Context: an optimization exercise on an open-source flow, tuned for a short achievable clock period and few clock cycles. The choices shown serve that exercise and are no tape-out recipe.
Function was checked by simulation only, so behaviour that the tests miss may differ from the original.
Power is estimated from default activity; no workload was simulated.

### flow/flow/run.sh
#!/bin/bash
set -euo pipefail
MARGIN=${MARGIN:-6.5}
bash standard.sh SETUP_SLACK_MARGIN=$MARGIN finish > run_make.log 2>&1
### flow/standard.sh
#!/bin/bash
# synth_recipe.tcl (not shown) runs the flow's synth.tcl, then flattens the netlist and writes it again
# the make line also repeats each setting of config.mk as NAME=value (left out here)
make -C /OpenROAD-flow-scripts/flow DESIGN_CONFIG=/design/flow/config.mk WORK_HOME=/design/flow/orfs CLKGATE_MAP_FILE= SYNTH_SCRIPT=/design/flow/synth_recipe.tcl "${@:-finish}"
### flow/config.mk
export PLATFORM = sky130hd
export DESIGN_NAME = dsrb_bridge
export DESIGN_NICKNAME = dsrb_bridge
export VERILOG_FILES = /design/flow/design.v
export SDC_FILE = /design/flow/constraint.sdc
export NUM_CORES = 4
export LEC_CHECK = 0
export ABC_CLOCK_PERIOD_IN_PS = 3000
export CAP_MARGIN = 20
export CORE_MARGIN = 2
export CORE_UTILIZATION = 40
export PLACE_DENSITY = 0.6
export SETUP_SLACK_MARGIN = 5
export SLEW_MARGIN = 20
### flow/constraint.sdc
create_clock -name core_clock -period 9.0 [get_ports {clk}]
set_input_delay 1.8000 -clock core_clock [delete_from_list [all_inputs] [get_ports {clk}]]
set_output_delay 1.8000 -clock core_clock [all_outputs]
set_load 0.01 [all_outputs]
### flow/design.v
module dsrb_bridge (
    input  wire        clk,
    input  wire        rst,           
    input  wire        in_valid,
    output wire        in_ready,
    input  wire [15:0] in_data,
    input  wire        in_last,
    output wire        out_valid,
    input  wire        out_ready,
    output wire [15:0] out_data,
    output wire        out_last,
    output wire [1:0]  out_evt,       
    output wire        led_rx,
    output wire        led_tx,
    output wire        reset_line,
    output wire        clk_frozen,
    output wire        uart_en
);
    localparam [5:0] MASK        = 6'd63;    
    localparam [7:0] THRESH      = 8'd24;
    localparam [7:0] EP_IN_SIZE  = 8'd32;
    localparam [7:0] EP_OUT_SIZE = 8'd48;
    localparam [7:0] FLUSH_TICKS = 8'd4;
    localparam [7:0] PULSE_TICKS = 8'd10;
    localparam [2:0] ST_UNATT = 3'd0, ST_POWERED = 3'd1, ST_SUSP = 3'd2,
                     ST_DEFAULT = 3'd3, ST_ADDR = 3'd4, ST_CONF = 3'd5;
    localparam [3:0] RS_OK = 4'h0, RS_NO = 4'h1, RS_PEND = 4'h2, RS_IGN = 4'h3, RS_FAULT = 4'hF;
    localparam [7:0] WMAX   = 8'd54;
    localparam       QDEPTH = 32;            
    reg [7:0]  rxbuf [0:63];
    reg [7:0]  txbuf [0:63];
    reg [5:0]  rxw, rxr, txw, txr;
    reg [5:0]  occ_rx, occ_tx;
    reg [2:0]  dstate, prev;
    reg [7:0]  config_r;
    reg        ien_susp, ien_wake;
    reg        bridge, flush_pend, rx_ovr;
    reg [1:0]  flush_cnt;
    reg [3:0]  pulse_rx, pulse_tx;
    reg [31:0] lc_baud;
    reg        baud_nz;                  
    reg [7:0]  lc_fmt, lc_par, lc_bits;
    reg [15:0] cls;
    reg [3:0]  fault_code;
    reg        fault_multi;
    reg [7:0]  fault_cmd;
    reg [7:0]  pb [0:5];                 
    reg [63:0] rx_pend;
    reg [15:0] iq_data [0:3];
    reg        iq_last [0:3];
    reg        iq_word [0:3];
    reg [5:0]  iq_inc  [0:3];
    reg [2:0]  iq_cnt;
    reg        in_ready_r;
    reg        exp_word;                 
    reg [7:0]  wacc;                     
    reg [3:0]  npush;                    
    reg [3:0]  ntick;                    
    reg [5:0]  ncmd;                     
    reg [6:0]  sum_r;                    
    reg [5:0]  pred_i;                   
    reg [8:0]  th_0, th_1, th_8, th_i;   
    reg [8:0]  th_1t;                    
    reg [7:0]  refund;                   
    reg        moved_r;
    reg [7:0]  wsub;                     
    assign in_ready = in_ready_r;
    wire acc   = in_valid & in_ready_r;
    wire acc_w = acc & exp_word;
    wire in_is_instep = (in_data[12:8] == 5'h08) & in_data[0];
    wire in_is_getlc  = (in_data[12:8] == 5'h18);
    wire in_is_push   = (in_data[12:8] == 5'h01);
    wire in_is_tick   = (in_data[12:8] == 5'h0A);
    wire [5:0] inc_now = in_is_instep ? pred_i : (in_is_getlc ? 6'd8 : 6'd1);
    wire       flush_may = flush_pend | (ntick != 4'd0) | (acc_w & in_is_tick);
    wire [5:0] pred_i_nx = (!flush_may && sum_r < 7'd21) ? 6'd1 :
                           (sum_r >= 7'd30) ? 6'd33 : (sum_r[5:0] + 6'd3);
    wire [5:0] pred_m_nx = (sum_r >= 7'd29) ? 6'd33 :
                           ((sum_r < 7'd4) ? 6'd8 : (sum_r[5:0] + 6'd4));
    wire [5:0] pred_s_nx = (!flush_may && sum_r < 7'd20) ? 6'd8 : pred_m_nx;
    wire [8:0] th0_nx = {1'b0, WMAX} - {3'b000, pred_s_nx};
    wire [8:0] th0t_nx = {1'b0, WMAX} - {3'b000, pred_m_nx};
    wire c_0 = ({1'b0, wacc} <= th_0);
    wire c_1 = ({1'b0, wacc} <= th_1);
    wire c_8 = ({1'b0, wacc} <= th_8);
    wire c_i = ({1'b0, wacc} <= th_i);
    wire c_t = ({1'b0, wacc} <= th_1t);
    wire [7:0] wbase = wacc - wsub;
    wire [7:0] wa_0  = wbase;
    wire [7:0] wa_1  = wbase + 8'd1;
    wire [7:0] wa_8  = wbase + 8'd8;
    wire [7:0] wa_i  = wbase + {2'b00, pred_i};
    wire [7:0] wacc_nx = !acc_w ? wa_0 : (in_is_instep ? wa_i : (in_is_getlc ? wa_8 : wa_1));
    wire w_ok = !acc_w ? c_0 : (in_is_instep ? c_i : (in_is_getlc ? c_8 : (in_is_tick ? c_t : c_1)));
    wire iq_ok  = ({1'b0, iq_cnt} + {3'b000, acc}) <= 4'd3;
    wire cmd_ok = ({1'b0, ncmd} + {6'd0, acc_w}) <= (QDEPTH - 2);
    wire exp_word_nx = acc ? in_last : exp_word;
    reg        d_valid, d_word, d_last, d_ok, d_hz;
    reg [15:0] d_cmd;
    reg [7:0]  d_byte;
    reg [2:0]  d_pidx;                   
    reg [5:0]  d_inc;
    reg [3:0]  d_fcode;
    reg        d_op01, d_op04, d_op09, d_op0a, d_op19;   
    reg        f_rxpush, f_rxpop, f_rxocc, f_txpush, f_txpop, f_txocc, f_ringrst,
               f_instep, f_outstep, f_tick, f_csrrd, f_vbus, f_susp, f_wake,
               f_eorst, f_addr, f_setcfg, f_getlc, f_setlc, f_setcls, f_sendbrk,
               f_unsup, f_dev;
    reg [15:0] cur_cmd;
    reg [5:0]  cur_inc;
    reg [7:0]  pcnt;                     
    reg [7:0]  rem;                      
    reg [3:0]  cur_fc;                   
    reg        cur_big;                  
    reg [22:0] cur_ops;
    wire [15:0] h_data = iq_data[0];
    wire        h_last = iq_last[0];
    wire        h_word = iq_word[0];
    wire [5:0]  h_inc  = iq_inc[0];
    wire        iq_ne  = (iq_cnt != 3'd0);
    wire [2:0]  w_port = h_data[15:13];
    wire [4:0]  w_op   = h_data[12:8];
    wire [7:0]  w_d8   = h_data[7:0];
    reg       illegal, owner_ok;
    reg [7:0] resv;
    reg [7:0] w_plen;
    reg [3:0] w_fc;
    always @(*) begin
        illegal  = (w_port == 3'd7) || (w_op >= 5'h0B && w_op <= 5'h0E) || w_op == 5'h16 || w_op == 5'h17;
        case (w_op)
            5'h00:                         owner_ok = 1'b1;
            5'h01:                         owner_ok = (w_port == 3'd0);
            5'h05:                         owner_ok = (w_port == 3'd1);
            5'h02, 5'h03, 5'h04, 5'h06,
            5'h08, 5'h09:                  owner_ok = (w_port == 3'd2);
            5'h07, 5'h10, 5'h11, 5'h12,
            5'h13, 5'h14, 5'h15:           owner_ok = (w_port == 3'd3);
            5'h0A:                         owner_ok = (w_port == 3'd5);
            5'h0F:                         owner_ok = (w_port == 3'd6);
            default:                       owner_ok = (w_port == 3'd4);    
        endcase
        case (w_op)
            5'h07:                                         resv = 8'hFC;
            5'h08, 5'h10:                                  resv = 8'hFE;
            5'h01, 5'h04, 5'h09, 5'h0F, 5'h15,
            5'h1C, 5'h1D, 5'h1E, 5'h1F:                    resv = 8'h00;
            default:                                       resv = 8'hFF;
        endcase
        case (w_op)
            5'h19:                             w_plen = 8'd7;
            5'h1A, 5'h1B:                      w_plen = 8'd2;
            5'h09, 5'h1C, 5'h1D, 5'h1E, 5'h1F: w_plen = w_d8;
            default:                           w_plen = 8'd0;
        endcase
        if (illegal)                          w_fc = 4'd1;
        else if (!owner_ok)                   w_fc = 4'd2;
        else if ((w_d8 & resv) != 8'd0)       w_fc = 4'd3;
        else                                  w_fc = 4'd0;
    end
    wire w_big = (w_op == 5'h09) && (w_d8 > EP_OUT_SIZE);
    wire [22:0] w_ops = {
        ((w_op[4:3] == 2'b10 && w_op[2:1] != 2'b11) || w_op == 5'h19),    
        (w_op[4:2] == 3'b111),                                            
        (w_op == 5'h1B), (w_op == 5'h1A), (w_op == 5'h19), (w_op == 5'h18),  
        (w_op == 5'h15), (w_op == 5'h14), (w_op == 5'h13), (w_op == 5'h12),  
        (w_op == 5'h11), (w_op == 5'h10), (w_op == 5'h0F), (w_op == 5'h0A),  
        (w_op == 5'h09), (w_op == 5'h08), (w_op == 5'h07), (w_op == 5'h06),  
        (w_op == 5'h05), (w_op == 5'h04), (w_op == 5'h03), (w_op == 5'h02),  
        (w_op == 5'h01)};                                                 
    wire [3:0]  fc_word = (w_fc != 4'd0) ? w_fc : ((w_plen != 8'd0) ? 4'd4 : 4'd0);
    wire [3:0]  fc_pay  = (cur_fc != 4'd0) ? cur_fc :
                          ((rem != 8'd1) ? 4'd4 : (cur_big ? 4'd5 : 4'd0));
    wire [3:0]  fcode   = h_word ? fc_word : fc_pay;
    wire        dc_ok   = h_word ? ((w_fc == 4'd0) && (w_plen == 8'd0)) :
                                   ((cur_fc == 4'd0) && (rem == 8'd1) && !cur_big);
    wire [22:0] dc_ops  = h_word ? w_ops : cur_ops;
    wire [22:0] dc_f    = (dc_ok && h_last) ? dc_ops : 23'd0;
    wire [7:0] d8 = d_cmd[7:0];
    wire [5:0] free_tx = ~occ_tx;
    reg        p_valid;
    reg [3:0]  p_status;
    reg        p_v;
    reg [7:0]  p_imm;
    reg [1:0]  p_sel;                    
    reg [5:0]  p_ptr;
    reg [5:0]  p_plen;
    reg        p_lc;
    reg [1:0]  p_evt;
    reg [7:0]  p_idx;
    reg [7:0]  p_rxd, p_txd;             
    reg [5:0]  p_inc;
    reg        o_valid;
    reg [5:0]  o_left;
    reg        o_lc;
    wire       q_empty;
    reg        lc_busy;                  
    wire st_push = d_op01 & d_last & d_hz;    
    wire st_lc   = f_setlc & lc_busy;
    wire go_raw  = d_valid & !st_lc;             
    wire e_go    = go_raw & !st_push;
    wire ex_raw  = go_raw & d_last;
    wire ex      = e_go & d_last;
    wire d_take  = iq_ne & (!d_valid | e_go);
    reg [5:0] sp_addr;
    reg [5:0] sp_room;
    wire ctl_state = (dstate == ST_DEFAULT) || (dstate == ST_ADDR) || (dstate == ST_CONF);
    wire lc_valid  = (pb[4] == 8'd0 || pb[4] == 8'd2) && (pb[5] <= 8'd2) &&
                     (d_byte >= 8'd5 && d_byte <= 8'd8);
    wire pb_baud_nz = (pb[0] != 8'd0) || (pb[1] != 8'd0) || (pb[2] != 8'd0) || (pb[3] != 8'd0);
    reg  rx_full, rx_empty, tx_full, tx_empty;    
    wire [5:0] k  = occ_rx[5] ? 6'd32 : occ_rx;
    wire do_rxpush = f_rxpush & bridge & !rx_full;
    wire do_rxpop  = f_rxpop & !rx_empty;
    wire do_drain  = f_instep & bridge & d8[0] &
                     (occ_rx[5] | (occ_rx[4] & occ_rx[3]) | (flush_pend & !rx_empty));
    wire do_txpush = f_txpush & bridge & !tx_full;
    wire do_txpop  = f_txpop & !tx_empty;
    wire os_fit    = ({2'b00, free_tx} >= d8);
    wire do_outstep = f_outstep & bridge & os_fit;
    reg  [2:0] dv_dstate, dv_prev;
    reg  [7:0] dv_config;
    reg        dv_ien_susp, dv_ien_wake;
    reg        dv_cls_clr, dv_rings_clr, dv_tx_clr, dv_flush_clr, dv_lc_we, dv_baud_nz;
    reg  [3:0] dv_status;
    always @(*) begin
        dv_dstate = dstate; dv_prev = prev; dv_config = config_r;
        dv_ien_susp = ien_susp; dv_ien_wake = ien_wake;
        dv_cls_clr = 1'b0; dv_rings_clr = 1'b0; dv_tx_clr = 1'b0; dv_flush_clr = 1'b0;
        dv_lc_we = 1'b0; dv_baud_nz = baud_nz;
        dv_status = RS_OK;
        if (f_vbus) begin
            if (d8[0]) begin
                if (dstate == ST_UNATT) dv_dstate = ST_POWERED;
                else dv_status = RS_IGN;
            end else begin
                if (dstate == ST_UNATT) dv_status = RS_IGN;
                else begin
                    dv_dstate = ST_UNATT; dv_prev = 3'd0; dv_config = 8'd0;
                    dv_ien_susp = 1'b1; dv_ien_wake = 1'b0;
                    dv_cls_clr = 1'b1; dv_rings_clr = 1'b1;
                end
            end
        end
        if (f_susp) begin
            if (ien_susp && (dstate == ST_POWERED || dstate == ST_DEFAULT ||
                             dstate == ST_ADDR || dstate == ST_CONF)) begin
                dv_prev = dstate; dv_dstate = ST_SUSP;
                dv_ien_susp = 1'b0; dv_ien_wake = 1'b1;
            end else dv_status = RS_IGN;
        end
        if (f_wake) begin
            if (ien_wake && dstate == ST_SUSP) begin
                dv_dstate = (prev == ST_ADDR || prev == ST_CONF) ? prev : ST_POWERED;
                dv_prev = 3'd0;
                dv_ien_susp = 1'b1; dv_ien_wake = 1'b0;
            end else dv_status = RS_IGN;
        end
        if (f_eorst) begin
            dv_dstate = ST_DEFAULT; dv_prev = 3'd0; dv_config = 8'd0;
            dv_ien_susp = 1'b1; dv_ien_wake = 1'b0;
            dv_cls_clr = 1'b1;
        end
        if (f_addr) begin
            if (dstate == ST_DEFAULT) dv_dstate = ST_ADDR;
            else dv_status = RS_IGN;
        end
        if (f_setcfg) begin
            if (dstate == ST_ADDR || dstate == ST_CONF) begin
                if (d8 != 8'd0) begin
                    dv_dstate = ST_CONF; dv_config = d8;
                    dv_rings_clr = 1'b1; dv_flush_clr = 1'b1;
                end else begin
                    dv_dstate = ST_ADDR; dv_config = 8'd0;
                end
            end else dv_status = RS_IGN;
        end
        if (f_setlc) begin
            if (!ctl_state || !lc_valid) dv_status = RS_IGN;
            else begin
                dv_lc_we = 1'b1; dv_baud_nz = pb_baud_nz; dv_tx_clr = 1'b1;
            end
        end
    end
    wire dv_gate   = (dv_dstate == ST_CONF) && dv_baud_nz;
    wire gate_off  = f_dev & bridge & !dv_gate;     
    wire gate_on   = f_dev & !bridge & dv_gate;
    wire clr_rx    = gate_off | (f_dev & dv_rings_clr) | (f_ringrst & d8[0]);
    wire clr_tx    = gate_off | (f_dev & (dv_rings_clr | dv_tx_clr)) | (f_ringrst & d8[1]);
    reg [3:0] r_status;
    reg       r_v;
    reg [7:0] r_imm;
    reg [1:0] r_sel;
    reg [5:0] r_ptr;
    reg [5:0] r_plen;
    reg       r_lc;
    reg [1:0] r_evt;
    always @(*) begin
        r_status = RS_OK; r_v = 1'b0; r_imm = 8'd0; r_sel = 2'd0; r_ptr = rxr;
        r_plen = 6'd0; r_lc = 1'b0; r_evt = 2'b00;
        if (!d_ok) begin
            r_status = RS_FAULT; r_v = 1'b1; r_imm = {4'd0, d_fcode};
        end
        if (f_rxpush && !do_rxpush) r_status = RS_NO;
        if (f_rxpop) begin
            if (!do_rxpop) r_status = RS_NO;
            else begin r_v = 1'b1; r_sel = 2'd1; end
        end
        if (f_rxocc) begin r_v = 1'b1; r_imm = {2'b00, occ_rx}; end
        if (f_txpush && !do_txpush) r_status = RS_NO;
        if (f_txpop) begin
            if (!do_txpop) r_status = RS_NO;
            else begin r_v = 1'b1; r_sel = 2'd2; end
        end
        if (f_txocc) begin r_v = 1'b1; r_imm = {2'b00, occ_tx}; end
        if (f_instep) begin
            if (!do_drain) r_status = RS_NO;
            else begin r_v = 1'b1; r_imm = {2'b00, k}; r_plen = k; end
        end
        if (f_outstep) begin
            if (!bridge) r_status = RS_NO;
            else if (os_fit) begin r_v = 1'b1; r_imm = d8; end
            else begin r_status = RS_PEND; r_v = 1'b1; r_imm = {2'b00, free_tx}; end
        end
        if (f_csrrd) begin r_v = 1'b1; r_sel = 2'd3; end
        if (f_getlc) begin
            if (!ctl_state) r_status = RS_IGN;
            else begin r_v = 1'b1; r_imm = 8'd7; r_plen = 6'd7; r_lc = 1'b1; end
        end
        if (f_setcls || f_sendbrk) begin
            if (!ctl_state) r_status = RS_IGN;
        end
        if (f_unsup) r_status = RS_IGN;
        if (f_dev) r_status = dv_status;
        if (f_eorst) r_evt = 2'b10;
        if (f_setlc && dv_lc_we) r_evt = 2'b01;
    end
    wire [63:0] drain_mask;
    genvar gi;
    generate
        for (gi = 0; gi < 64; gi = gi + 1) begin : g_dm
            localparam [5:0] IDX = gi;
            wire [5:0] off = IDX - rxr;
            assign drain_mask[gi] = occ_rx[5] ? !off[5] : (off < occ_rx);
        end
    endgenerate
    reg [7:0] csr;
    always @(*) begin
        case (p_idx)
            8'h00: csr = {2'b00, rxw};
            8'h01: csr = {2'b00, rxr};
            8'h02: csr = {2'b00, txw};
            8'h03: csr = {2'b00, txr};
            8'h04: csr = {1'b0, prev, 1'b0, dstate};
            8'h05: csr = {4'b0000, 1'b1, ien_wake, ien_susp, 1'b1};
            8'h06: csr = config_r;
            8'h07: csr = {5'b00000, rx_ovr, flush_pend, bridge};
            8'h08: csr = {6'd0, flush_cnt};
            8'h09: csr = {4'd0, pulse_rx};
            8'h0A: csr = {4'd0, pulse_tx};
            8'h0B: csr = {3'b000, baud_nz, (dstate == ST_SUSP), cls[0],
                          (pulse_tx != 4'd0), (pulse_rx != 4'd0)};
            8'h0C: csr = {fault_multi, 3'b000, fault_code};
            8'h0D: csr = fault_cmd;
            8'h10: csr = lc_baud[7:0];
            8'h11: csr = lc_baud[15:8];
            8'h12: csr = lc_baud[23:16];
            8'h13: csr = lc_baud[31:24];
            8'h14: csr = lc_fmt;
            8'h15: csr = lc_par;
            8'h16: csr = lc_bits;
            8'h18: csr = cls[7:0];
            8'h19: csr = cls[15:8];
            8'h20: csr = {2'b00, MASK};
            8'h21: csr = {2'b00, MASK};
            8'h22: csr = THRESH;
            8'h23: csr = EP_IN_SIZE;
            8'h24: csr = EP_OUT_SIZE;
            8'h25: csr = FLUSH_TICKS;
            8'h26: csr = PULSE_TICKS;
            default: csr = 8'h00;
        endcase
    end
    reg [7:0] p_data;
    always @(*) begin
        case (p_sel)
            2'd0: p_data = p_imm;
            2'd1: p_data = p_rxd;
            2'd2: p_data = p_txd;
            default: p_data = csr;
        endcase
    end
    wire [4:0] p_lvl = {baud_nz, (dstate == ST_SUSP), cls[0], (pulse_tx != 4'd0), (pulse_rx != 4'd0)};
    localparam QW = 28;
    reg [QW-1:0] q_mem [0:QDEPTH-1];
    reg [4:0]    q_wp, q_rp;
    reg [5:0]    q_cnt;
    assign q_empty = (q_cnt == 6'd0);
    wire [QW-1:0] q_in = {p_status, p_v, p_data, p_evt, p_lvl, (p_plen != 6'd0), p_lc, p_ptr};
    wire [QW-1:0] q_hd = q_mem[q_rp];
    wire [3:0] qh_status = q_hd[27:24];
    wire       qh_v      = q_hd[23];
    wire [7:0] qh_data   = q_hd[22:15];
    wire [1:0] qh_evt    = q_hd[14:13];
    wire [4:0] qh_lvl    = q_hd[12:8];
    wire       qh_pay    = q_hd[7];
    wire       qh_lc     = q_hd[6];
    wire [5:0] qh_ptr    = q_hd[5:0];
    reg [15:0] o_data;
    reg        o_last;
    reg [1:0]  o_evt;
    reg [4:0]  o_lvl;
    reg [5:0]  o_ptr;
    reg [2:0]  o_lci;
    assign out_valid  = o_valid;
    assign out_data   = o_data;
    assign out_last   = o_last;
    assign out_evt    = o_evt;
    assign led_rx     = o_lvl[0];
    assign led_tx     = o_lvl[1];
    assign reset_line = o_lvl[2];
    assign clk_frozen = o_lvl[3];
    assign uart_en    = o_lvl[4];
    reg [7:0] lc_byte;
    always @(*) begin
        case (o_lci)
            3'd0: lc_byte = lc_baud[7:0];
            3'd1: lc_byte = lc_baud[15:8];
            3'd2: lc_byte = lc_baud[23:16];
            3'd3: lc_byte = lc_baud[31:24];
            3'd4: lc_byte = lc_fmt;
            3'd5: lc_byte = lc_par;
            default: lc_byte = lc_bits;
        endcase
    end
    wire [7:0] pay_byte = o_lc ? lc_byte : rxbuf[o_ptr];
    wire o_adv   = !o_valid | out_ready;
    wire o_moved = o_valid & out_ready;
    wire o_pay   = o_adv & (o_left != 6'd0);
    wire q_pop   = o_adv & (o_left == 6'd0) & !q_empty;
    integer i;
    always @(posedge clk) begin
        if (e_go && d_op01 && d_last)
            rxbuf[rxw] <= d8;
        if (go_raw && d_op04 && d_word && d_last)
            txbuf[txw] <= d8;
        else if (go_raw && !d_word && d_op09 && (sp_room != 6'd0))
            txbuf[sp_addr] <= d_byte;
        if (go_raw && !d_word && d_pidx < 3'd6)
            pb[d_pidx] <= d_byte;
    end
    always @(posedge clk) begin
        if (rst) begin
            in_ready_r <= 1'b0;
            exp_word <= 1'b1;
            iq_cnt <= 3'd0;
            wacc <= 8'd0; npush <= 4'd0; ntick <= 4'd0; ncmd <= 6'd0;
            sum_r <= 7'd0; pred_i <= 6'd33;
            th_0 <= 9'd0; th_1 <= 9'd0; th_8 <= 9'd0; th_i <= 9'd0; th_1t <= 9'd0;
            refund <= 8'd0; moved_r <= 1'b0; wsub <= 8'd0;
            rem <= 8'd0; cur_fc <= 4'd0; cur_big <= 1'b0; cur_ops <= 23'd0;
            d_valid <= 1'b0;
            cur_cmd <= 16'd0; cur_inc <= 6'd0; pcnt <= 8'd0;
            sp_addr <= 6'd0; sp_room <= 6'd0;
            p_valid <= 1'b0;
            q_wp <= 5'd0; q_rp <= 5'd0; q_cnt <= 6'd0;
            o_valid <= 1'b0; o_left <= 6'd0; o_lc <= 1'b0; o_ptr <= 6'd0; o_lci <= 3'd0;
            o_data <= 16'd0; o_last <= 1'b0; o_evt <= 2'b00; o_lvl <= 5'd0;
            lc_busy <= 1'b0;
            rx_pend <= 64'd0;
            rxw <= 6'd0; rxr <= 6'd0; txw <= 6'd0; txr <= 6'd0;
            occ_rx <= 6'd0; occ_tx <= 6'd0;
            rx_full <= 1'b0; rx_empty <= 1'b1; tx_full <= 1'b0; tx_empty <= 1'b1;
            dstate <= ST_UNATT; prev <= 3'd0; config_r <= 8'd0;
            ien_susp <= 1'b1; ien_wake <= 1'b0;
            bridge <= 1'b0; flush_pend <= 1'b0; rx_ovr <= 1'b0;
            flush_cnt <= 2'd0; pulse_rx <= 4'd0; pulse_tx <= 4'd0;
            lc_baud <= 32'd0; baud_nz <= 1'b0; lc_fmt <= 8'd0; lc_par <= 8'd0; lc_bits <= 8'd0;
            cls <= 16'd0;
            fault_code <= 4'd0; fault_multi <= 1'b0; fault_cmd <= 8'd0;
        end else begin
            for (i = 0; i < 4; i = i + 1) begin
                if (d_take) begin
                    if (acc && iq_cnt == i + 1) begin
                        iq_data[i] <= in_data; iq_last[i] <= in_last;
                        iq_word[i] <= exp_word; iq_inc[i] <= inc_now;
                    end else if (i < 3) begin
                        iq_data[i] <= iq_data[i+1]; iq_last[i] <= iq_last[i+1];
                        iq_word[i] <= iq_word[i+1]; iq_inc[i] <= iq_inc[i+1];
                    end
                end else if (acc && iq_cnt == i) begin
                    iq_data[i] <= in_data; iq_last[i] <= in_last;
                    iq_word[i] <= exp_word; iq_inc[i] <= inc_now;
                end
            end
            iq_cnt <= iq_cnt + {2'd0, acc} - {2'd0, d_take};
            exp_word <= exp_word_nx;
            in_ready_r <= iq_ok && cmd_ok && (!exp_word_nx || w_ok);
            moved_r <= o_moved;
            refund  <= p_valid ? ({2'b00, p_inc} - {2'b00, p_plen} - 8'd1) : 8'd0;
            wacc    <= wacc_nx;
            wsub    <= refund + {7'd0, moved_r};
            sum_r   <= {1'b0, occ_rx} + {3'b000, npush};
            pred_i  <= pred_i_nx;
            th_0    <= th0_nx;
            th_1    <= th0_nx - 9'd1;
            th_8    <= th0_nx - 9'd8;
            th_i    <= th0_nx - {3'b000, pred_i_nx};
            th_1t   <= th0t_nx - 9'd1;
            npush <= npush + {3'd0, acc_w & in_is_push} - {3'd0, ex & d_op01};
            ntick <= ntick + {3'd0, acc_w & in_is_tick} - {3'd0, ex & d_op0a};
            ncmd <= ncmd + {5'd0, acc_w} - {5'd0, q_pop};
            if (d_take) begin
                d_valid <= 1'b1;
                d_word  <= h_word;
                d_last  <= h_last;
                d_cmd   <= h_word ? h_data : cur_cmd;
                d_byte  <= h_data[7:0];
                d_pidx  <= (pcnt > 8'd6) ? 3'd7 : pcnt[2:0];
                d_inc   <= h_word ? h_inc : cur_inc;
                d_fcode <= fcode;
                d_ok    <= dc_ok;
                d_op01  <= h_word ? w_ops[0] : cur_ops[0];
                d_op0a  <= h_word ? w_ops[9] : cur_ops[9];
                d_op04  <= h_word ? w_ops[3] : cur_ops[3];
                d_op09  <= h_word ? w_ops[8] : cur_ops[8];
                d_op19  <= h_word ? w_ops[18] : cur_ops[18];
                d_hz    <= rx_pend[rxw] | (d_valid & d_op01 & d_last & rx_pend[rxw + 6'd1]) |
                           ((f_ringrst | f_dev) & rx_pend[0]);
                {f_dev, f_unsup, f_sendbrk, f_setcls, f_setlc, f_getlc, f_setcfg, f_addr,
                 f_eorst, f_wake, f_susp, f_vbus, f_csrrd, f_tick, f_outstep, f_instep,
                 f_ringrst, f_txocc, f_txpop, f_txpush, f_rxocc, f_rxpop, f_rxpush} <= dc_f;
                if (h_word) begin
                    cur_cmd <= h_data;
                    cur_inc <= h_inc;
                    pcnt    <= 8'd0;
                    rem     <= w_plen;
                    cur_fc  <= w_fc;
                    cur_big <= w_big;
                    cur_ops <= w_ops;
                end else begin
                    pcnt <= pcnt + 8'd1;
                    rem  <= rem - 8'd1;
                end
            end else if (e_go) begin
                d_valid <= 1'b0;
                {f_dev, f_unsup, f_sendbrk, f_setcls, f_setlc, f_getlc, f_setcfg, f_addr,
                 f_eorst, f_wake, f_susp, f_vbus, f_csrrd, f_tick, f_outstep, f_instep,
                 f_ringrst, f_txocc, f_txpop, f_txpush, f_rxocc, f_rxpop, f_rxpush} <= 23'd0;
            end else begin
                d_hz <= rx_pend[rxw];
            end
            if (go_raw && d_word && !d_last) begin
                sp_addr <= txw;
                sp_room <= free_tx;
            end else if (go_raw && !d_word) begin
                sp_addr <= sp_addr + 6'd1;
                if (sp_room != 6'd0) sp_room <= sp_room - 6'd1;
            end
            rx_pend <= (rx_pend & ~((o_pay && !o_lc) ? (64'd1 << o_ptr) : 64'd0))
                     | ((ex_raw && do_drain) ? drain_mask : 64'd0);
            if (ex_raw && clr_rx) begin
                rxw <= 6'd0; rxr <= 6'd0; occ_rx <= 6'd0;
                rx_full <= 1'b0; rx_empty <= 1'b1;
            end else if (ex && do_rxpush) begin
                rxw <= rxw + 6'd1; occ_rx <= occ_rx + 6'd1;
                rx_full <= (occ_rx == 6'd62); rx_empty <= 1'b0;
            end else if (ex_raw && do_rxpop) begin
                rxr <= rxr + 6'd1; occ_rx <= occ_rx - 6'd1;
                rx_full <= 1'b0; rx_empty <= (occ_rx == 6'd1);
            end else if (ex_raw && do_drain) begin
                rxr <= occ_rx[5] ? {~rxr[5], rxr[4:0]} : rxw;
                occ_rx <= occ_rx[5] ? {1'b0, occ_rx[4:0]} : 6'd0;
                rx_full <= 1'b0; rx_empty <= !occ_rx[5] || (occ_rx[4:0] == 5'd0);
            end
            if (ex_raw && f_rxpush && bridge && rx_full) rx_ovr <= 1'b1;
            if (ex_raw && clr_tx) begin
                txw <= 6'd0; txr <= 6'd0; occ_tx <= 6'd0;
                tx_full <= 1'b0; tx_empty <= 1'b1;
            end else if (ex_raw && do_txpush) begin
                txw <= txw + 6'd1; occ_tx <= occ_tx + 6'd1;
                tx_full <= (occ_tx == 6'd62); tx_empty <= 1'b0;
            end else if (ex_raw && do_txpop) begin
                txr <= txr + 6'd1; occ_tx <= occ_tx - 6'd1;
                tx_full <= 1'b0; tx_empty <= (occ_tx == 6'd1);
            end else if (ex_raw && do_outstep) begin
                txw <= txw + d8[5:0]; occ_tx <= occ_tx + d8[5:0];
                tx_full <= (d8[5:0] == free_tx); tx_empty <= tx_empty && (d8[5:0] == 6'd0);
            end
            if (ex_raw) begin
                if (gate_off || (f_dev && dv_flush_clr)) begin
                    flush_cnt <= 2'd0; flush_pend <= 1'b0;
                end else if (do_drain) begin
                    flush_pend <= 1'b0;
                end else if (f_tick && bridge) begin
                    if (flush_cnt == 2'd3) flush_pend <= 1'b1;
                    flush_cnt <= flush_cnt + 2'd1;
                end
                if (gate_off) pulse_rx <= 4'd0;
                else if (do_rxpop || do_drain) pulse_rx <= PULSE_TICKS[3:0];
                else if (f_tick && pulse_rx != 4'd0) pulse_rx <= pulse_rx - 4'd1;
                if (gate_off) pulse_tx <= 4'd0;
                else if (do_txpush || (do_outstep && d8 != 8'd0)) pulse_tx <= PULSE_TICKS[3:0];
                else if (f_tick && pulse_tx != 4'd0) pulse_tx <= pulse_tx - 4'd1;
            end
            if (ex_raw && f_dev) begin
                dstate <= dv_dstate; prev <= dv_prev; config_r <= dv_config;
                ien_susp <= dv_ien_susp; ien_wake <= dv_ien_wake;
                baud_nz <= dv_baud_nz;
                if (gate_off) bridge <= 1'b0;
                else if (gate_on) bridge <= 1'b1;
                if (dv_lc_we) begin
                    lc_baud <= {pb[3], pb[2], pb[1], pb[0]};
                    lc_fmt <= pb[4]; lc_par <= pb[5]; lc_bits <= d_byte;
                end
                if (dv_cls_clr) cls <= 16'd0;
            end
            if (ex_raw && f_setcls && ctl_state) cls <= {d_byte, pb[0]};
            if (ex_raw && !d_ok) begin
                if (fault_code == 4'd0) begin
                    fault_code <= d_fcode;
                    fault_cmd  <= d_cmd[15:8];
                end else begin
                    fault_multi <= 1'b1;
                end
            end
            p_valid <= ex;
            if (ex) begin
                p_status <= r_status;
                p_v      <= r_v;
                p_imm    <= r_imm;
                p_sel    <= r_sel;
                p_ptr    <= r_ptr;
                p_plen   <= r_plen;
                p_lc     <= r_lc;
                p_evt    <= r_evt;
                p_idx    <= d8;
                p_rxd    <= rxbuf[rxr];
                p_txd    <= txbuf[txr];
                p_inc    <= d_inc;
            end
            if (p_valid) begin
                q_mem[q_wp] <= q_in;
                q_wp <= q_wp + 5'd1;
            end
            q_cnt <= q_cnt + {5'd0, p_valid} - {5'd0, q_pop};
            if (q_pop) q_rp <= q_rp + 5'd1;
            lc_busy <= p_valid | !q_empty | (o_left != 6'd0) | (d_valid & d_last & !d_op19);
            if (o_pay) begin
                o_valid <= 1'b1;
                o_data  <= {8'h00, pay_byte};
                o_last  <= (o_left == 6'd1);
                o_evt   <= 2'b00;
                o_left  <= o_left - 6'd1;
                o_ptr   <= o_ptr + 6'd1;
                o_lci   <= o_lci + 3'd1;
            end else if (q_pop) begin
                o_valid <= 1'b1;
                o_data  <= {qh_status, 3'b000, qh_v, qh_data};
                o_last  <= !qh_pay;
                o_evt   <= qh_evt;
                o_lvl   <= qh_lvl;
                o_left  <= qh_pay ? qh_data[5:0] : 6'd0;
                o_lc    <= qh_lc;
                o_ptr   <= qh_ptr;
                o_lci   <= 3'd0;
            end else if (o_adv) begin
                o_valid <= 1'b0;
            end
        end
    end
endmodule
==> reports/metrics.yaml, run 1 <==
synth-edff-count: 2159
overflow: 0
cts_buffer_depth: 4
crit_arrival_ps: 4360
antenna_found_initial: 18
layout.nets: 9269
switching_share: 0.3135
coreArea_mm2: 0.2916
clock_latency_ps: 880
async_flop_share: 0
path_cells: "buf_12 > nor3b_4 > nand3_4 > and3_4 > a21oi_4 > buf_6 > ha_4 > xor2_4 > inv_2 > ha_4 > a21o_1 > a21o_1 > a21o_1 > a21oi_2 > xor2_1 > nor2_1"
met1_length_mm: 155.9
endpoint_kind: "flop"
avgSynthCellArea_um2: 15.25
htree_levels: 5
die_w_um: 546.0
route.vias.total: 80780
comb_power_share: 0.288
crit_slowest_cell: "nor3b_4"
rows: 198
post-route-min-period_ps: 3598
setup_viol: 0
io_buffers: 43
synth_area_mm2: 0.1175
fin_crit_sh: 0.3998
synth_top_area_cell: "edfxtp_1"
clock_power_share: 0.309
cp-start-kind: "input pin"
hold_viol_final: 0
grt_pass1_wl_mm: 560.9
p_seq_frac: 0.403
crit_type: "input pin to flop"
wirelength_mm: 419.3
clkSlewWorstSetupHoldPaths_ps: 60
cts-root-buf: "clkbuf_16"
hpwlAfterDp_mm: 214.8
area_delta_synth_final_pct: 33.12
cp_top_family: "compound AO/OA/AOI/OAI gates"
wl_met2_mm: 193.3
crit_required_ps: 9760
slew_headroom: 0.2296
drv_slew: 0
synth_top_area_frac: 0.5518
netlist_instances: 7707
clock_sinks: 2616
p_int_mw: 25.83
die-height_um: 546.0
cts_buffers: 288
die-area_mm2: 0.2981
top_layer: "met5"
start_util: 0.4030
synth.distinct_cells: 92
worst_path_largest_cell_delay_ps: 250
crit_buf_inv: 3
synth.area.top_cells: "edfxtp_1, mux4_2, dfxtp_1, ha_1, nand2_1"
drtPass1Iterations: 8
seq_area_frac_synth: 0.6296
yosysWarnings: 5
fin_area_mm2: 0.1564
grt_setup_unrepaired: "yes"
leakage_nw: 52.10
cap_violations: 0
ir_drop_mv: 0.1765
wl_per_cell_um: 32.14
p_switching_mw: 11.80
drc: 0
wl_met3_mm: 45.54
routabilityCongestion: 0.9117
power_density_mw_per_mm2: 240.6
yosys_register_bits: 2616
final_cell_mix: "edfxtp_1, mux4_2, nand2_1"
cp_max_fo: 5
layout.cells.most_common: "edfxtp_1"
drt_iter0_drc: 11060
via_per_inst: 6.193
status: "finished clean"
cts_tree: "built"
tns_ps: 0
ioPinCount: 47
crit_top_cell: "a21o_1"
ant_nets: 0
placed_area_mm2: 0.1245
skew_ps: 86.91
hold_path_class: "flop to flop"
tightest_slew_ps: 1156
grt_max_degree: 81
fmax_mhz: 278.0
ys.flop_type: "edfxtp_1"
drive_above_1_share: 0.3898
grt_pass1_vias: 76800
track_usage: 0.2583
area by class of cell:
type,count,area (um^2)
Tap cell,3900,4880
Inverter,257,1119
Clock inverter,135,1229
Timing Repair inverter,9,97.59
Timing Repair Buffer,1311,19430
Multi-Input combinational cell,4434,47640
Clock buffer,380,7855
Sequential cell,2616,74160
Antenna cell,3,7.507
Fill cell,22450,135200
stage by stage:
step	worst slack, ps	cells	power, mW	hold WS [ps]	util
after floorplan	4843	7711	19.85	400.3	-
after global placement	3268	11350	22.05	406.3	0.4266
after detailed placement	3219	11350	22.21	404.5	0.4268
after CTS	5436	12660	35.98	419.2	0.5106
after global routing	5297	13040	38.73	434.4	0.5364
final	5402	13050	37.63	417.9	0.5364
cells in the mapped netlist (10+ instances only):
| cell | n |
|---|---|
| mux4_2 | 798 |
| o31ai_1 | 10 |
| nor4_1 | 31 |
| nor2_1 | 619 |
| nand2_1 | 647 |
| mux2i_1 | 84 |
| a221oi_1 | 43 |
| xnor2_1 | 107 |
| or3_1 | 18 |
| nor3_1 | 94 |
| o21a_1 | 11 |
| a21oi_1 | 312 |
| edfxtp_1 | 2159 |
| nand3_1 | 99 |
| fa_1 | 12 |
| clkbuf_1 | 286 |
| a211oi_1 | 62 |
| inv_1 | 254 |
| a22o_1 | 11 |
| nand3b_1 | 16 |
| nand2b_1 | 45 |
| buf_2 | 70 |
| o22ai_1 | 59 |
| o211ai_1 | 16 |
| or2_2 | 13 |
| dfxtp_1 | 457 |
| a21o_1 | 98 |
| xor2_1 | 59 |
| ha_1 | 319 |
| and2_1 | 19 |
| a22oi_1 | 59 |
| nor2b_1 | 62 |
| mux2_2 | 66 |
| nand4_1 | 30 |
| nor3b_1 | 18 |
| a31oi_1 | 86 |
| buf_1 | 64 |
| and3_1 | 58 |
| o21ai_0 | 208 |
| a211o_1 | 60 |
| a32oi_1 | 11 |
flip-flops by register name, summed over array words and instances, names as in the netlist, 12 cells and up, named ones only:
name and cells:
cur_cmd 16, cur_ops 23, d_cmd 16, pb 48, txbuf 512, iq_inc 24, cls 16, rxbuf 512
o_data 12, iq_data 64, lc_baud 32, rx_pend 64, q_mem 864
cell families after synthesis:
family / count (synthesis) / synth area share
adder cells (fa/ha/maj): 331 / 0.03601
multiplexers: 949 / 0.1666
flip-flops: 2616 / 0.6296
AND/OR/NAND/NOR: 1810 / 0.06880
XOR/XNOR: 166 / 0.01237
other: 1 / 0.00003192
buffers and inverters: 690 / 0.02336
AO/OA/AOI/OAI: 1144 / 0.06321
layer usage:
metal  global-route usage  vias up
li1                     -    32870
met2               0.4087     5148
met3              0.05676     1141
met1               0.3443    41620
met4               0.1082       12
met5                    0        -
final timing paths:
| check | from | depth (start not counted) | slack (ps) | endpoint |
|---|---|---|---|---|
| worst max-delay path | in_data[10] | 16 | 5400 | th_i[6]$_SDFF_PP0_ |
| worst min-delay path | d_inc[4]$_DFFE_PP_ | 0 | 420 | p_inc[4]$_DFFE_PP_ |
| worst max register to register | flush_pend$_SDFFE_PP0P_ | 15 | 5640 | th_i[6]$_SDFF_PP0_ |
| worst min register to register | d_inc[4]$_DFFE_PP_ | 0 | 420 | p_inc[4]$_DFFE_PP_ |
repair_timing:
action / 4_1_cts / 5_1_grt
buffers inserted: 659 / 281
resized for setup: 1366 / 619
gates cloned: 137 / 98
hold buffers: 0 / 0
pin swaps: 403 / 377
setup endpoints to repair: 3483 / 2913
power groups by stage:
stage | logic, mW | registers [mW] | clock network [mW]
finish | 10.8 | 15.2 | 11.6
floorplan | 4.67 | 15.2 | 0
global route | 11.3 | 15.2 | 12.2
detailed placement | 6.64 | 15.6 | 0
global placement | 6.50 | 15.6 | 0
CTS | 9.16 | 15.1 | 11.7
Testbench counts, summed over its fixed seeds: cycles 36,605.
==> run 2, diff against run 1 <==
--- a/flow/design.v
+++ b/flow/design.v
@@ -25,7 +25,7 @@
     localparam [2:0] ST_UNATT = 3'd0, ST_POWERED = 3'd1, ST_SUSP = 3'd2,
                      ST_DEFAULT = 3'd3, ST_ADDR = 3'd4, ST_CONF = 3'd5;
     localparam [3:0] RS_OK = 4'h0, RS_NO = 4'h1, RS_PEND = 4'h2, RS_IGN = 4'h3, RS_FAULT = 4'hF;
-    localparam [7:0] WMAX   = 8'd54;
+    localparam [7:0] WMAX   = 8'd56;
     localparam       QDEPTH = 32;            
     reg [7:0]  rxbuf [0:63];
     reg [7:0]  txbuf [0:63];
@@ -58,9 +58,10 @@
     reg [3:0]  ntick;                    
     reg [5:0]  ncmd;                     
     reg [6:0]  sum_r;                    
-    reg [5:0]  pred_i;                   
-    reg [8:0]  th_0, th_1, th_8, th_i;   
-    reg [8:0]  th_1t;                    
+    reg [5:0]  pi_a, pi_b;
+    reg [8:0]  tha_0, tha_1, tha_8, tha_i;
+    reg [8:0]  thb_0, thb_1, thb_8, thb_i;
+    reg        tick_r;                   
     reg [7:0]  refund;                   
     reg        moved_r;
     reg [7:0]  wsub;                     
@@ -72,14 +73,23 @@
     wire in_is_push   = (in_data[12:8] == 5'h01);
     wire in_is_tick   = (in_data[12:8] == 5'h0A);
     wire [5:0] inc_now = in_is_instep ? pred_i : (in_is_getlc ? 6'd8 : 6'd1);
-    wire       flush_may = flush_pend | (ntick != 4'd0) | (acc_w & in_is_tick);
-    wire [5:0] pred_i_nx = (!flush_may && sum_r < 7'd21) ? 6'd1 :
-                           (sum_r >= 7'd30) ? 6'd33 : (sum_r[5:0] + 6'd3);
-    wire [5:0] pred_m_nx = (sum_r >= 7'd29) ? 6'd33 :
-                           ((sum_r < 7'd4) ? 6'd8 : (sum_r[5:0] + 6'd4));
-    wire [5:0] pred_s_nx = (!flush_may && sum_r < 7'd20) ? 6'd8 : pred_m_nx;
-    wire [8:0] th0_nx = {1'b0, WMAX} - {3'b000, pred_s_nx};
-    wire [8:0] th0t_nx = {1'b0, WMAX} - {3'b000, pred_m_nx};
+    wire       flush_may = flush_pend | (ntick != 4'd0);
+    wire [5:0] pia_nx = (sum_r >= 7'd29) ? 6'd33 : (sum_r[5:0] + 6'd4);
+    wire [5:0] pib_nx = (!flush_may && sum_r < 7'd20) ? 6'd1 : pia_nx;
+    wire [5:0] pma_nx = (sum_r >= 7'd28) ? 6'd33 :
+                        ((sum_r < 7'd3) ? 6'd8 : (sum_r[5:0] + 6'd5));
+    wire [5:0] pmb_nx = (!flush_may && sum_r < 7'd19) ? 6'd8 : pma_nx;
+    reg  [5:0] pia_s, pib_s, pma_s, pmb_s;       
+    wire [8:0] thb_nx = {1'b0, WMAX} - {3'b000, pmb_s};
+    wire [8:0] tha_nx = {1'b0, WMAX} - {3'b000, pma_s};
+    reg        tick_r2;
+    wire       sel_a = tick_r | tick_r2;
+    wire [5:0] pred_i = sel_a ? pi_a : pi_b;
+    wire [8:0] th_0 = sel_a ? tha_0 : thb_0;
+    wire [8:0] th_1 = sel_a ? tha_1 : thb_1;
+    wire [8:0] th_8 = sel_a ? tha_8 : thb_8;
+    wire [8:0] th_i = sel_a ? tha_i : thb_i;
+    wire [8:0] th_1t = tha_1;
     wire c_0 = ({1'b0, wacc} <= th_0);
     wire c_1 = ({1'b0, wacc} <= th_1);
     wire c_8 = ({1'b0, wacc} <= th_8);
@@ -454,8 +464,10 @@
             exp_word <= 1'b1;
             iq_cnt <= 3'd0;
             wacc <= 8'd0; npush <= 4'd0; ntick <= 4'd0; ncmd <= 6'd0;
-            sum_r <= 7'd0; pred_i <= 6'd33;
-            th_0 <= 9'd0; th_1 <= 9'd0; th_8 <= 9'd0; th_i <= 9'd0; th_1t <= 9'd0;
+            sum_r <= 7'd0; pi_a <= 6'd33; pi_b <= 6'd33; tick_r <= 1'b0; tick_r2 <= 1'b0;
+            pia_s <= 6'd33; pib_s <= 6'd33; pma_s <= 6'd33; pmb_s <= 6'd33;
+            tha_0 <= 9'd0; tha_1 <= 9'd0; tha_8 <= 9'd0; tha_i <= 9'd0;
+            thb_0 <= 9'd0; thb_1 <= 9'd0; thb_8 <= 9'd0; thb_i <= 9'd0;
             refund <= 8'd0; moved_r <= 1'b0; wsub <= 8'd0;
             rem <= 8'd0; cur_fc <= 4'd0; cur_big <= 1'b0; cur_ops <= 23'd0;
             d_valid <= 1'b0;
@@ -500,12 +512,22 @@
             wacc    <= wacc_nx;
             wsub    <= refund + {7'd0, moved_r};
             sum_r   <= {1'b0, occ_rx} + {3'b000, npush};
-            pred_i  <= pred_i_nx;
-            th_0    <= th0_nx;
-            th_1    <= th0_nx - 9'd1;
-            th_8    <= th0_nx - 9'd8;
-            th_i    <= th0_nx - {3'b000, pred_i_nx};
-            th_1t   <= th0t_nx - 9'd1;
+            tick_r  <= acc_w & in_is_tick;
+            tick_r2 <= tick_r;
+            pia_s   <= pia_nx;
+            pib_s   <= pib_nx;
+            pma_s   <= pma_nx;
+            pmb_s   <= pmb_nx;
+            pi_a    <= pia_s;
+            pi_b    <= pib_s;
+            tha_0   <= tha_nx;
+            tha_1   <= tha_nx - 9'd1;
+            tha_8   <= tha_nx - 9'd8;
+            tha_i   <= tha_nx - {3'b000, pia_s};
+            thb_0   <= thb_nx;
+            thb_1   <= thb_nx - 9'd1;
+            thb_8   <= thb_nx - 9'd8;
+            thb_i   <= thb_nx - {3'b000, pib_s};
             npush <= npush + {3'd0, acc_w & in_is_push} - {3'd0, ex & d_op01};
             ntick <= ntick + {3'd0, acc_w & in_is_tick} - {3'd0, ex & d_op0a};
             ncmd <= ncmd + {5'd0, acc_w} - {5'd0, q_pop};
==> run 2 against run 1 <==
Still clean on timing, DRC and antenna. Combinational power is 12% higher. Clock skew shrank 14 ps. Core utilization shrank 1.1 points. Cell count is 0.16% higher. First-iteration DRC count grew 3.1%. Flip-flop and latch count up 52. Critical endpoint is now out_data[3]. Largest cell class unchanged. Highest routed layer is now met4.
==> reports/metrics.yaml, run 2 <==
status: "finished clean"  # unchanged
ioPinCount: 47  # unchanged
drive_above_1_share: 0.3884  # was 0.3898
hold_viol_final: 0  # unchanged
p_int_mw: 27.04  # was 25.83 mW
seq_area_frac_synth: 0.6280  # was 0.6296
cp_max_fo: 2  # was 5
synth-edff-count: 2159  # unchanged
cts_buffers: 291  # was 288
wirelength_mm: 409.6  # was 419.3 mm
cp-start-kind: "flop"  # was input pin
grt_max_degree: 78  # was 81
fin_crit_sh: 0.3649  # was 0.3998
fin_area_mm2: 0.1560  # was 0.1564 mm^2
ant_nets: 0  # unchanged
async_flop_share: 0  # unchanged
reg2regPathDepth: 6  # was 15
track_usage: 0.2543  # was 0.2583
htree_levels: 5  # unchanged
via_per_inst: 6.179  # was 6.193
clock_latency_ps: 930  # was 880 ps
grt_pass1_vias: 76670  # was 76800
start_util: 0.4022  # was 0.4030
antenna_found_initial: 13  # was 18
reg_top3: "q_mem (864), rxbuf (512), txbuf (512)"  # unchanged
ir_drop_mv: 0.2251  # was 0.1765 mV
die-height_um: 550.5  # was 546.0 um
p_switching_mw: 12.63  # was 11.80 mW
synth.distinct_cells: 92  # unchanged
tns_ps: 0  # unchanged
grt_setup_unrepaired: "yes"  # unchanged
power_density_mw_per_mm2: 254.2  # was 240.6 mW/mm^2
comb_power_share: 0.305  # was 0.288
crit_buf_inv: 1  # was 3
layout.cells.most_common: "edfxtp_1"  # unchanged
setup_viol: 0  # unchanged
drc: 0  # unchanged
cts-root-buf: "clkbuf_16"  # unchanged
crit_cells: 1  # was 16
overflow: 0  # unchanged
hpwlAfterDp_mm: 216.0  # was 214.8 mm
power.total_mw: 39.67  # was 37.63 mW
synth_top_area_frac: 0.5427  # was 0.5518
drv_slew: 0  # unchanged
crit_slowest_cell: "dfxtp_4"  # was nor3b_4
area_delta_synth_final_pct: 30.61  # was 33.12%
crit_required_ps: 7200  # was 9760 ps
leakage_nw: 51.89  # was 52.10 nW
switching_share: 0.3184  # was 0.3135
wl_per_cell_um: 31.35  # was 32.14 um
cap_violations: 0  # unchanged
drt_iter0_drc: 11400  # was 11060
skew_ps: 72.75  # was 86.91 ps
coreArea_mm2: 0.2970  # was 0.2916 mm^2
slew_headroom: 0.1465  # was 0.2296
holdPathStages: 0  # unchanged
cts_tree: "built"  # unchanged
clock_sinks: 2668  # was 2616
rows: 200  # was 198
synth_area_mm2: 0.1195  # was 0.1175 mm^2
placed_area_mm2: 0.1263  # was 0.1245 mm^2
crit_type: "flop to primary output"  # was input pin to flop
die_w_um: 550.5  # was 546.0 um
netlist_instances: 7829  # was 7707
layout.nets: 9233  # was 9269
drtPass1Iterations: 10  # was 8
crit_arrival_ps: 1480  # was 4360 ps
avgSynthCellArea_um2: 15.26  # was 15.25 um^2
top_register: "q_mem"  # unchanged
ys.flop_type: "edfxtp_1"  # unchanged
largest_reg_flops: 864  # unchanged
routabilityCongestion: 0.9136  # was 0.9117
post-route-min-period_ps: 3284  # was 3598 ps
cts_buffer_depth: 4  # unchanged
path_cells: "buf_6"  # was buf_12 > nor3b_4 > nand3_4 > and3_4 > a21oi_4 > buf_6 > ha_4 > xor2_4 > inv_2 > ha_4 > a21o_1 > a21o_1 > a21o_1 > a21oi_2 > xor2_1 > nor2_1
yosysWarnings: 5  # unchanged
worst_path_largest_cell_delay_ps: 430  # was 250 ps
clkSlewWorstSetupHoldPaths_ps: 60  # about the same
grt_pass1_wl_mm: 559.6  # was 560.9 mm
tightest_slew_ps: 1278  # was 1156 ps
hold_path_class: "flop to flop"  # unchanged
io_buffers: 43  # unchanged
final_cell_mix: "edfxtp_1, mux4_2, nand2_1"  # unchanged
fmax_mhz: 304.5  # was 278.0 MHz
die-area_mm2: 0.3031  # was 0.2981 mm^2
endpoint_kind: "primary output"  # was flop
cp_top_family: "flip-flops"  # was compound AO/OA/AOI/OAI gates
synth_top_area_cell: "edfxtp_1"  # unchanged
synth_most_common_cell: "edfxtp_1"  # unchanged
route.vias.total: 80740  # was 80780
yosys_register_bits: 2668  # was 2616
synth_common_cells: "edfxtp_1, mux4_2, nor2_1"  # was edfxtp_1, mux4_2, nand2_1
clock_power_share: 0.300  # was 0.309
p_seq_frac: 0.395  # was 0.403
synth.area.top_cells: "edfxtp_1, mux4_2, dfxtp_1, ha_1, nor2_1"  # was edfxtp_1, mux4_2, dfxtp_1, ha_1, nand2_1
==> run 2: cell families after synthesis <==
logic type / share of synthesized area
AO/OA/AOI/OAI: 0.06502
XOR/XNOR: 0.01180
adder cells (fa/ha/maj): 0.03601
buffers and inverters: 0.02383
flip-flops: 0.6280
multiplexers: 0.1654
other: 0.00003139
AND/OR/NAND/NOR: 0.06994
==> run 2: power groups by stage <==
stage | registers, mW | clock network [mW] | logic [mW]
finish | 15.7 | 11.9 | 12.1
global placement | 16.0 | 0 | 7.72
CTS | 15.6 | 12.0 | 10.6
detailed placement | 16.0 | 0 | 7.90
global route | 15.7 | 12.5 | 12.7
floorplan | 15.6 | 0 | 5.73
==> run 2: repair_timing <==
action	4_1_cts	5_1_grt
endpoints found under the setup margin	3472	2267
hold buffers	0	0
gates cloned	121	60
buffers inserted	555	294
pin swaps	357	382
resized for setup	1259	617
==> run 2: layer usage <==
metal | up-vias | part of all wire | global-route usage
met5 | - | 0 | 0
met4 | 0 | 0.057 | 0.1173
met3 | 1054 | 0.10 | 0.04632
met2 | 4905 | 0.47 | 0.4034
met1 | 41650 | 0.38 | 0.3405
li1 | 33130 | - | -
==> run 2: final timing paths <==
| kind | startpoint | endpoint | slack [ps] |
|---|---|---|---|
| worst max-delay path | o_data[3]$_SDFFE_PP0N_ | out_data[3] | 5720 |
| worst min-delay path | d_inc[5]$_DFFE_PP_ | p_inc[5]$_DFFE_PP_ | 420 |
| worst max register to register | flop | o_data[7]$_SDFFE_PP0N_ | 5920 |
| worst min register to register | d_inc[5]$_DFFE_PP_ | p_inc[5]$_DFFE_PP_ | 420 |
==> run 2: final cells by class <==
cell class,count,area (um^2)
fill,23090,141000
sequential,2668,75200
clock inverter,164,1698
inverter,252,1069
clock buffer,365,7671
tap,3939,4928
timing repair inverter,6,57.56
timing repair buffer,1168,16200
multi-input combinational,4489,49180
antenna,15,37.54
==> run 2: per-stage QoR <==
step,hold WS [ps],utilization,cells,setup WS (ps)
2_1_floorplan,400.3,-,7833,4440
3_3_place_gp,403.7,0.4251,11490,3973
3_5_place_dp,404.5,0.4251,11490,3991
4_1_cts,418.4,0.5022,12690,5678
5_1_grt,427.3,0.5252,13050,5729
6_report,418.5,0.5253,13070,5716
Testbench counts of run 2, summed over its fixed seeds: cycles 36,663.
==> run 3, diff against run 2 <==
--- a/flow/config.mk
+++ b/flow/config.mk
@@ -9,6 +9,8 @@
 export CAP_MARGIN = 20
 export CORE_MARGIN = 2
 export CORE_UTILIZATION = 40
+export CTS_CLUSTER_DIAMETER = 60
+export CTS_CLUSTER_SIZE = 30
 export PLACE_DENSITY = 0.6
 export SETUP_SLACK_MARGIN = 5
 export SLEW_MARGIN = 20
==> run 3 against run 2 <==
Count of clock-buffer cells in the layout fell by 147. Area after synthesis did not move. First-iteration DRC count fell by 4.5%. Via count fell by 1.8%. Fmax rose by 0.31%. Largest cell class unchanged. Routed wire length fell by 1.1%. Flip-flop and latch count did not move. Sequential power barely moved. Die area did not move. Clock skew rose by 32 ps.
==> reports/metrics.yaml, run 3 <==
hold_path_class: "flop to flop"  # unchanged
power_density_mw_per_mm2: 247.8  # was 254.2 mW/mm^2
track_usage: 0.2527  # was 0.2543
worstHoldEndpoint: "p_inc[2]$_DFFE_PP_"  # was p_inc[5]$_DFFE_PP_
antenna_found_initial: 16  # was 13
synth_top_area_frac: 0.5427  # unchanged
drc: 0  # unchanged
layout.nets: 9054  # was 9233
route.vias.total: 79330  # was 80740
slew_headroom: 0.1612  # was 0.1465
netlist_instances: 7829  # unchanged
drtPass1Iterations: 12  # was 10
cts_tree: "built"  # unchanged
ioPinCount: 47  # unchanged
ant_nets: 0  # unchanged
yosysWarnings: 5  # unchanged
skew_ps: 104.6  # was 72.75 ps
clock_latency_ps: 960  # was 930 ps
post-route-min-period_ps: 3274  # was 3284 ps
final_cell_mix: "edfxtp_1, mux4_2, nand2_1"  # unchanged
yosys_register_bits: 2668  # unchanged
area_delta_synth_final_pct: 27.84  # was 30.61%
synth_top_area_cell: "edfxtp_1"  # unchanged
start_util: 0.4022  # unchanged
wl_per_cell_um: 31.58  # was 31.35 um
grt_pass1_vias: 75730  # was 76670
cts_hold_buf: 0  # unchanged
r2r-end: "q_mem[19][16]$_DFFE_PP_"  # was o_data[7]$_SDFFE_PP0N_
crit_arrival_ps: 1470  # was 1480 ps
grt_pass1_wl_mm: 556.2  # was 559.6 mm
setup_viol: 0  # unchanged
clkSlewWorstSetupHoldPaths_ps: 90  # was 60 ps
status: "finished clean"  # unchanged
hold_viol_final: 0  # unchanged
cp_top_family: "flip-flops"  # unchanged
min_from: "d_inc[2]$_DFFE_PP_"  # was d_inc[5]$_DFFE_PP_
io_buffers: 43  # unchanged
async_flop_share: 0  # unchanged
setup_ws_ps: 5726  # was 5716 ps
ys.flop_type: "edfxtp_1"  # unchanged
cts_buffers: 202  # was 291
path_cells: "buf_6"  # unchanged
synth-edff-count: 2159  # unchanged
seq_area_frac_synth: 0.6280  # unchanged
leakage_nw: 50.23  # was 51.89 nW
via_per_inst: 6.186  # was 6.179
synth.area.top_cells: "edfxtp_1, mux4_2, dfxtp_1, ha_1, nor2_1"  # unchanged
crit_buf_inv: 1  # unchanged
drv_slew: 0  # unchanged
die-area_mm2: 0.3031  # unchanged
largest_reg_flops: 864  # unchanged
htree_levels: 4  # was 5
cap_violations: 0  # unchanged
layout.cells.most_common: "edfxtp_1"  # unchanged
die-height_um: 550.5  # unchanged
cts-root-buf: "clkbuf_16"  # unchanged
crit_slowest_cell: "dfxtp_4"  # unchanged
fin_crit_sh: 0.3638  # was 0.3649
endpoint_kind: "primary output"  # unchanged
cp-start-kind: "flop"  # unchanged
synth_most_common_cell: "edfxtp_1"  # unchanged
drive_above_1_share: 0.3794  # was 0.3884
reg2regPathDepth: 13  # was 6
reg2reg_from: "p_idx[0]$_DFFE_PP_"
crit_type: "flop to primary output"  # unchanged
reg_top3: "q_mem (864), rxbuf (512), txbuf (512)"  # unchanged
overflow: 0  # unchanged
synth_area_mm2: 0.1195  # unchanged
worst_path_largest_cell_delay_ps: 420  # was 430 ps
holdPathStages: 0  # unchanged
clock_sinks: 2668  # unchanged
grt_max_degree: 78  # unchanged
crit_required_ps: 7200  # about the same
place_ws_ps: 3991  # unchanged
fin_area_mm2: 0.1527  # was 0.1560 mm^2
r2r_slack_ps: 5880  # was 5920 ps
tns_ps: 0  # unchanged
coreArea_mm2: 0.2970  # unchanged
avgSynthCellArea_um2: 15.26  # unchanged
grt_setup_unrepaired: "yes"  # unchanged
cts_buffer_depth: 4  # unchanged
synth_common_cells: "edfxtp_1, mux4_2, nor2_1"  # unchanged
synth.distinct_cells: 92  # unchanged
rows: 200  # unchanged
routabilityCongestion: 0.9136  # unchanged
hpwlAfterDp_mm: 216.0  # unchanged
fmax_mhz: 305.4  # was 304.5 MHz
die_w_um: 550.5  # unchanged
drt_iter0_drc: 10890  # was 11400
top_register: "q_mem"  # unchanged
placed_area_mm2: 0.1263  # unchanged
ir_drop_mv: 0.1989  # was 0.2251 mV
tightest_slew_ps: 1254  # was 1278 ps
wirelength_mm: 404.9  # was 409.6 mm
cp_max_fo: 2  # unchanged
==> run 3: cell counts after synthesis <==
No cell type changed its count.
==> run 3: how the worst max path moves through the flow <==
stage	startpoint	endpoint	slack, ps	depth (start not counted)
2_1_floorplan	rst	resv[0]$_DFF_P_	4440	9
3_3_place_gp	out_ready	q_cnt[4]$_SDFF_PP0_	3970	15
3_5_place_dp	rst	rx_pend[42]$_SDFF_PP0_	3990	5
4_1_cts	o_data[0]$_SDFFE_PP0N_	out_data[0]	5680	1
5_1_grt	o_data[0]$_SDFFE_PP0N_	out_data[0]	5700	1
6_report	o_data[0]$_SDFFE_PP0N_	out_data[0]	5730	1
==> run 3: layout make-up <==
cell class	count	area, um^2
Clock buffer	218	5234
Tap cell	3939	4928
Multi-Input combinational cell	4487	48860
Inverter	252	1082
Sequential cell	2668	75200
Antenna cell	14	35.03
Clock inverter	159	2112
Fill cell	23480	144300
Timing Repair Buffer	1080	15230
Timing Repair inverter	6	57.56
==> run 3: worst reg2reg max path, delay by kind of cell, from the launching register on <==
| family | cells | cell delay (ps) |
|---|---|---|
| AOI/OAI and AO/OA | 5 | 1180 |
| buffers and inverters | 6 | 840 |
| and+or+nand+nor | 2 | 440 |
| DFF | 1 | 410 |
==> run 3: metal layers <==
| metal | track usage | up-vias | wire [um] |
|---|---|---|---|
| li1 | - | 32710 | - |
| met3 | 0.04948 | 975 | 40380 |
| met2 | 0.4040 | 4602 | 188400 |
| met5 | 0 | - | 66 |
| met1 | 0.3382 | 41030 | 154300 |
| met4 | 0.1046 | 10 | 21830 |
==> run 3: through the flow <==
| stage | power, mW | hold slack, ps | utilization | instances |
|---|---|---|---|---|
| floorplan | 21.34 | 400.3 | - | 7833 |
| global placement | 23.71 | 403.7 | 0.4251 | 11490 |
| detailed placement | 23.90 | 404.5 | 0.4251 | 11490 |
| CTS | 36.40 | 425.1 | 0.4957 | 12550 |
| global route | 38.99 | 436.2 | 0.5141 | 12810 |
| finish | 37.85 | 423.4 | 0.5142 | 12820 |
==> run 3: cell families (layout without fill, tap and decap cells) <==
logic type      count (synthesis)  after routing  share of synthesized area
flops                        2668           2668                     0.6280
other cells                     1             19                 0.00003139
buf+inv                       711           1715                    0.02383
mux                           976            976                     0.1654
xor+xnor                      161            161                    0.01180
compound gates               1156           1182                    0.06502
simple gates                 1820           1827                    0.06994
fa+ha+maj                     336            336                    0.03601
==> run 3: timing repair <==
item / CTS / global route
setup buffers: 561 / 192
gates cloned: 124 / 63
resized for setup: 1279 / 514
pin swaps: 320 / 390
setup endpoints to repair: 3468 / 2298
==> run 3: power breakdown <==
| group | leakage, nW | total [mW] | internal, mW | switching, mW |
|---|---|---|---|---|
| logic | 22.9 | 12.1 | 5.39 | 6.72 |
| registers | 23.7 | 15.6 | 14.8 | 0.802 |
| clock network | 3.57 | 10.1 | 4.98 | 5.14 |

## static timing again, ports no longer ideal
No port has a modelled driver above. Below, the same layouts with a new extraction and two added sets of constraints.
Step 1, drivers: a clkbuf_16 drives clk and a buf_2 each remaining input, both assumed.
Step 2 times the ports against the registers' clock, not the clock port: input delays grow and output delays shrink by t, the midpoint of the rising clock arrivals with the driver on.
Slacks: ideal ports / drivers / drivers and shift; pairs: ideal ports / drivers.
| run | t, ns | slack for setup (ns) | worst slew at a driven data input, ns | pins driven straight from the clock port |
|---|---|---|---|---|
| run 1 | 0.953 | 5.402 / 5.419 / 4.466 | 0.17 | 1 |
| run 2 | 0.995 | 5.716 / 5.619 / 4.797 | 0.27 | 1 |
| run 3 | 0.998 | 5.726 / 5.626 / 4.794 | 0.30 | 1 |
After both steps setup and hold are still met in every run listed. The setup slack of run 1, which loses most, moves by +0.017 ns with the drivers and by -0.936 ns with both steps.
